From an optimization exercise on the open Yosys and OpenROAD flow, aimed at small area; shortcuts taken in it are not production practice. Only simulation tests tie the RTL to the original design; equivalence was not proved. Power and IR drop assume default switching activity.

## v12
// timerext_core
module timerext_core #(
    parameter [31:0] BACKDATE = 32'd64
) (
    input  wire        clk,
    input  wire        rst,
    input  wire        tick,
    input  wire        cmd_valid,
    output wire        cmd_ready,
    input  wire [87:0] cmd,
    output reg         rsp_valid,
    output reg  [33:0] rsp,
    output reg         ev_valid,
    output wire [15:0] ev_word,
    output reg         ev2_valid,
    output wire [15:0] ev2_word,
    output reg         pin
);
Size: roughly 1700 cells after synthesis, roughly 160 I/O pins, roughly 15000 um^2 of cells after synthesis.
Settings: LEC_CHECK=0, ABC_AREA=1, CAP_MARGIN=20, CORE_MARGIN=2, CORE_UTILIZATION=40, CTS_BUF_LIST=sky130_fd_sc_hd__clkbuf_8, CTS_CLUSTER_DIAMETER=80, CTS_CLUSTER_SIZE=12, PLACE_DENSITY=0.6, SLEW_MARGIN=20; clock period 12.0 ns.
standard.sh (not shown) runs the stock make flow with config.mk's settings and CLKGATE_MAP_FILE= SYNTH_SCRIPT=/design/flow/synth_recipe.tcl, a recipe that flattens the netlist after the stock synthesis.
==> flow/flow/run.sh <==
#!/bin/bash
# Layout flow: the standard flow (standard.sh) with three changes.
#  1. After the standard synthesis, ABC re-maps the combinational logic
#     between the registers for area (flow/resynth.ys.in with the scripts
#     flow/area*.abc; the smallest result is kept). The registers keep the
#     standard synthesis's instances, names and cells.
#  2. Ports are buffered with sky130_fd_sc_hd__buf_1 (one buffer per port, as
#     the standard flow does, with a smaller cell).
#  3. Clock tree synthesis with sky130_fd_sc_hd__clkbuf_8 buffers on clusters of
#     at most 12 registers, and no dummy loads.
# Each tool's output goes to a log file in this folder.
set -euo pipefail
W=$(pwd)
R=$W/orfs/results/$FLOW_PLATFORM/timerext_core/base
O=$W/orfs/objects/$FLOW_PLATFORM/timerext_core/base
LIB=$FLOW_HOME/platforms/$FLOW_PLATFORM/lib/sky130_fd_sc_hd__tt_025C_1v80.lib
YOSYS=$FLOW_HOME/../tools/install/yosys/bin/yosys
[[ -x $YOSYS ]] || YOSYS=yosys

bash standard.sh synth > standard_synth.log 2>&1
cp $R/1_2_yosys.v $W/1_2_yosys_standard.v

best=""
best_area=""
for abc in $W/flow/area*.abc; do
    n=$(basename $abc .abc)
    sed -e "s#@LIB@#$LIB#g" -e "s#@IN@#$W/1_2_yosys_standard.v#" -e "s#@OUT@#$W/resynth_$n.v#" \
        -e "s#@TOP@#$FLOW_TOP#" -e "s#@ABC@#$abc#" -e "s#@CONSTR@#$O/abc.constr#" \
        -e "s#@STAT@#$W/resynth_stat_$n.txt#" flow/resynth.ys.in > resynth_$n.ys
    if $YOSYS -s resynth_$n.ys > resynth_$n.log 2>&1; then
        a=$(awk '/Chip area/ {print $NF}' $W/resynth_stat_$n.txt)
        if [[ -n "$a" ]] && { [[ -z "$best_area" ]] || awk -v a=$a -v b=$best_area 'BEGIN {exit !(a < b)}'; }; then
            best=$n
            best_area=$a
        fi
    fi
done
echo "kept $best ($best_area um2)" > resynth_choice.txt
cp $W/resynth_$best.v $R/1_2_yosys.v
rm -f $R/1_synth.odb $R/1_synth.sdc
bash standard.sh BUFFER_PORTS_ARGS="-buffer_cell sky130_fd_sc_hd__buf_1" \
    CTS_ARGS="-sink_clustering_enable -repair_clock_nets -dont_use_dummy_load -buf_list sky130_fd_sc_hd__clkbuf_8 -sink_clustering_size 12 -sink_clustering_max_diameter 80" \
    finish > standard_finish.log 2>&1
==> flow/flow/area0.abc <==
strash
ifraig
dc2
drw
drf
dc2
&get -n
&st
&deepsyn -T 60
&nf -a -R 1000
&put
topo
==> flow/flow/area1.abc <==
strash
ifraig
dc2
drw
drf
dc2
&get -n
&st
&deepsyn -T 60
&dch -f
&nf -a -R 1000
&put
topo
==> flow/flow/area2.abc <==
strash
ifraig
dc2
drw
drf
dc2
&get -n
&st
&dch -f
&nf -a -R 1000
&put
topo
dnsize -c
Other scripts of this flow, unchanged in this note and not shown: flow/flow/resynth.ys.in
Both conditions hold for v12: the flow ran to the end and the final layout passed the timing, DRC and antenna checks.
### v12 -> v21
==> flow/flow/run.sh <==
#!/bin/bash
# Layout flow: the standard flow (standard.sh) with two changes.
#  1. After the standard synthesis, ABC re-maps the combinational logic
#     between the registers for area (flow/resynth.ys.in, flow/area.abc). The
#     registers keep the standard synthesis's instances, names and cells.
#  2. Ports are buffered with sky130_fd_sc_hd__buf_1 (one buffer per port, as
#     the standard flow does, with a smaller cell).
#  3. Clock tree synthesis with sky130_fd_sc_hd__clkbuf_8 buffers on clusters of
#     at most 12 registers, and no dummy loads.
# Each tool's output goes to a log file in this folder.
set -euo pipefail
W=$(pwd)
R=$W/orfs/results/$FLOW_PLATFORM/timerext_core/base
O=$W/orfs/objects/$FLOW_PLATFORM/timerext_core/base
LIB=$FLOW_HOME/platforms/$FLOW_PLATFORM/lib/sky130_fd_sc_hd__tt_025C_1v80.lib
YOSYS=$FLOW_HOME/../tools/install/yosys/bin/yosys
[[ -x $YOSYS ]] || YOSYS=yosys

bash standard.sh synth > standard_synth.log 2>&1
cp $R/1_2_yosys.v $W/1_2_yosys_standard.v
sed -e "s#@LIB@#$LIB#g" -e "s#@IN@#$W/1_2_yosys_standard.v#" -e "s#@OUT@#$R/1_2_yosys.v#" \
    -e "s#@TOP@#$FLOW_TOP#" -e "s#@ABC@#$W/flow/area.abc#" -e "s#@CONSTR@#$O/abc.constr#" \
    -e "s#@STAT@#$W/resynth_stat.txt#" flow/resynth.ys.in > resynth.ys
$YOSYS -s resynth.ys > resynth.log 2>&1
rm -f $R/1_synth.odb $R/1_synth.sdc
bash standard.sh BUFFER_PORTS_ARGS="-buffer_cell sky130_fd_sc_hd__buf_1" \
    CTS_ARGS="-sink_clustering_enable -repair_clock_nets -dont_use_dummy_load -buf_list sky130_fd_sc_hd__clkbuf_8 -sink_clustering_size 12 -sink_clustering_max_diameter 80" \
    finish > standard_finish.log 2>&1
==> flow/flow/area.abc (new file) <==
strash
ifraig
dc2
drw
drf
dc2
&get -n
&st
&dch -f
&nf -a
&put
topo
dnsize -c
removed: flow/flow/area0.abc
removed: flow/flow/area1.abc
removed: flow/flow/area2.abc
--- outcome ---
- v21 finished every stage and its layout cleared the timing, DRC and antenna checks.
- Going from v12 to v21, count of buffers not belonging to the clock network in the layout picked up an extra 6; count of vias placed by the detailed router rose by 775; detailed-route wire length went up by 8.1%.
- v21 vs. v12: switching part of the total went down by 0.41 points.
- On maximum frequency, v12 loses to v21.
- Looking at combinational power share across v21 and v12, the one that comes out higher is v21.
The inputs of v24 differ from those of v21 as listed below.
--- a/flow/flow/run.sh
+++ b/flow/flow/run.sh
@@ -1,6 +1,7 @@
 #!/bin/bash
-# Layout flow: the standard flow (standard.sh) with two changes.
+# Layout flow: the standard flow (standard.sh) with three changes.
 #  1. After the standard synthesis, ABC re-maps the combinational logic
-#     between the registers for area (flow/resynth.ys.in, flow/area.abc). The
-#     registers keep the standard synthesis's instances, names and cells.
+#     between the registers for area (flow/resynth.ys.in with the scripts
+#     flow/area*.abc; the smallest result is kept). The registers keep the
+#     standard synthesis's instances, names and cells.
 #  2. Ports are buffered with sky130_fd_sc_hd__buf_1 (one buffer per port, as
@@ -20,6 +21,20 @@
 cp $R/1_2_yosys.v $W/1_2_yosys_standard.v
-sed -e "s#@LIB@#$LIB#g" -e "s#@IN@#$W/1_2_yosys_standard.v#" -e "s#@OUT@#$R/1_2_yosys.v#" \
-    -e "s#@TOP@#$FLOW_TOP#" -e "s#@ABC@#$W/flow/area.abc#" -e "s#@CONSTR@#$O/abc.constr#" \
-    -e "s#@STAT@#$W/resynth_stat.txt#" flow/resynth.ys.in > resynth.ys
-$YOSYS -s resynth.ys > resynth.log 2>&1
+
+best=""
+best_area=""
+for abc in $W/flow/area*.abc; do
+    n=$(basename $abc .abc)
+    sed -e "s#@LIB@#$LIB#g" -e "s#@IN@#$W/1_2_yosys_standard.v#" -e "s#@OUT@#$W/resynth_$n.v#" \
+        -e "s#@TOP@#$FLOW_TOP#" -e "s#@ABC@#$abc#" -e "s#@CONSTR@#$O/abc.constr#" \
+        -e "s#@STAT@#$W/resynth_stat_$n.txt#" flow/resynth.ys.in > resynth_$n.ys
+    if $YOSYS -s resynth_$n.ys > resynth_$n.log 2>&1; then
+        a=$(awk '/Chip area/ {print $NF}' $W/resynth_stat_$n.txt)
+        if [[ -n "$a" ]] && { [[ -z "$best_area" ]] || awk -v a=$a -v b=$best_area 'BEGIN {exit !(a < b)}'; }; then
+            best=$n
+            best_area=$a
+        fi
+    fi
+done
+echo "kept $best ($best_area um2)" > resynth_choice.txt
+cp $W/resynth_$best.v $R/1_2_yosys.v
 rm -f $R/1_synth.odb $R/1_synth.sdc
==> flow/flow/area0.abc (new file) <==
strash
ifraig
dc2
drw
drf
dc2
&get -n
&st
&deepsyn -T 60
&nf -a -R 1000
&put
topo
==> flow/flow/area1.abc (new file) <==
strash
ifraig
dc2
drw
drf
dc2
&get -n
&st
&deepsyn -T 60
&dch -f
&nf -a -R 1000
&put
topo
==> flow/flow/area2.abc (new file) <==
strash
ifraig
dc2
drw
drf
dc2
&get -n
&st
&dch -f
&nf -a -R 1000
&put
topo
dnsize -c
--- a/flow/config.mk
+++ b/flow/config.mk
@@ -14,2 +14,3 @@
 export CTS_CLUSTER_SIZE = 12
+export GPL_TIMING_DRIVEN = 0
 export PLACE_DENSITY = 0.6
removed: flow/flow/area.abc
==> comparison <==
Looking at shortest period the worst path allows across both flows, v24 is the weaker of the two, with v21 ahead. After synthesis and placement, the instance count of v24 is below that of v21. Looking only at total wirelength of the detailed-routed design, and setting everything else aside, the lower value of v21 and v24 goes to v24. The higher cell count after synthesis came out of v21. Compared with v21, v24 shows total power lower by 0.62%. The higher register share of total power came out of v24. A launching instance or port of the critical path of fg_pc[3] is what v24 shows, while cmd[4] belongs to v21. Fmax of v24 falls short of that of v21 by more than 10%.
What v52 does differently from v24 at the input level:
==> flow/flow/area3.abc (new file) <==
strash
ifraig
dc2
drw
drf
dc2
&get -n
&st
&deepsyn -T 60
&nf -a -R 1000
&put
strash
&get -n
&st
&deepsyn -T 30
&nf -a -R 1000
&put
topo
--- a/flow/config.mk
+++ b/flow/config.mk
@@ -14,4 +14,3 @@
 export CTS_CLUSTER_SIZE = 12
-export GPL_TIMING_DRIVEN = 0
-export PLACE_DENSITY = 0.6
+export PLACE_DENSITY = 0.7
 export SLEW_MARGIN = 20
[summary]
- Share of total power in sequential cells in v52 vs v24: down 2.4 points
- Wire length the detailed router placed on met1, v24 and v52: lower on v24
- Compared with v24, v52 shows average wire per standard cell that has gone up by a few percent.
- Between v24 and v52, the flow reports first-pass GRT wire length increasing slightly.
- Register fraction of the total cell area in v52 is 0.78 points higher than in v24
- v24 → v52: hold slack stayed essentially flat, critical-path maximum fanout dropped 28.
- Comparing v24 and v52, number of fillers in the final layout is higher on v24.
- STATUS total power: v52 loses against v24

-- afterwards: timing with drivers on the ports --
The flow's constraints put no driver on any port. The routed layouts listed below were extracted and timed again, unchanged, in two steps.
Step 1 (the two cells are an assumption about what drives the block):
set clk [get_ports {clk}]
set_driving_cell -lib_cell sky130_fd_sc_hd__clkbuf_16 $clk
set_driving_cell -lib_cell sky130_fd_sc_hd__buf_2 [delete_from_list [all_inputs] $clk]
Step 2 also shifts input and output timing later by t, the mid clock arrival at the registers, as if the neighbouring blocks saw the same clock.
Slacks: ideal / step 1 / step 2; pairs: ideal / step 1.
| run | t, ns | setup slack, ns | worst data-port slew with drivers (ns) |
|---|---|---|---|
| v12 | 0.650 | 1.421 / 1.440 / 0.790 | 0.07 |
| v21 | 0.657 | 2.671 / 2.695 / 2.038 | 0.08 |
| v24 | 0.649 | 0.980 / 0.980 / 0.374 | 0.05 |
| v52 | 0.658 | 1.864 / 1.865 / 1.642 | 0.08 |
After both steps every run listed still meets setup and hold. For v21, which loses most, drivers alone change the setup slack by +0.024 ns; drivers and shift together by -0.633 ns.
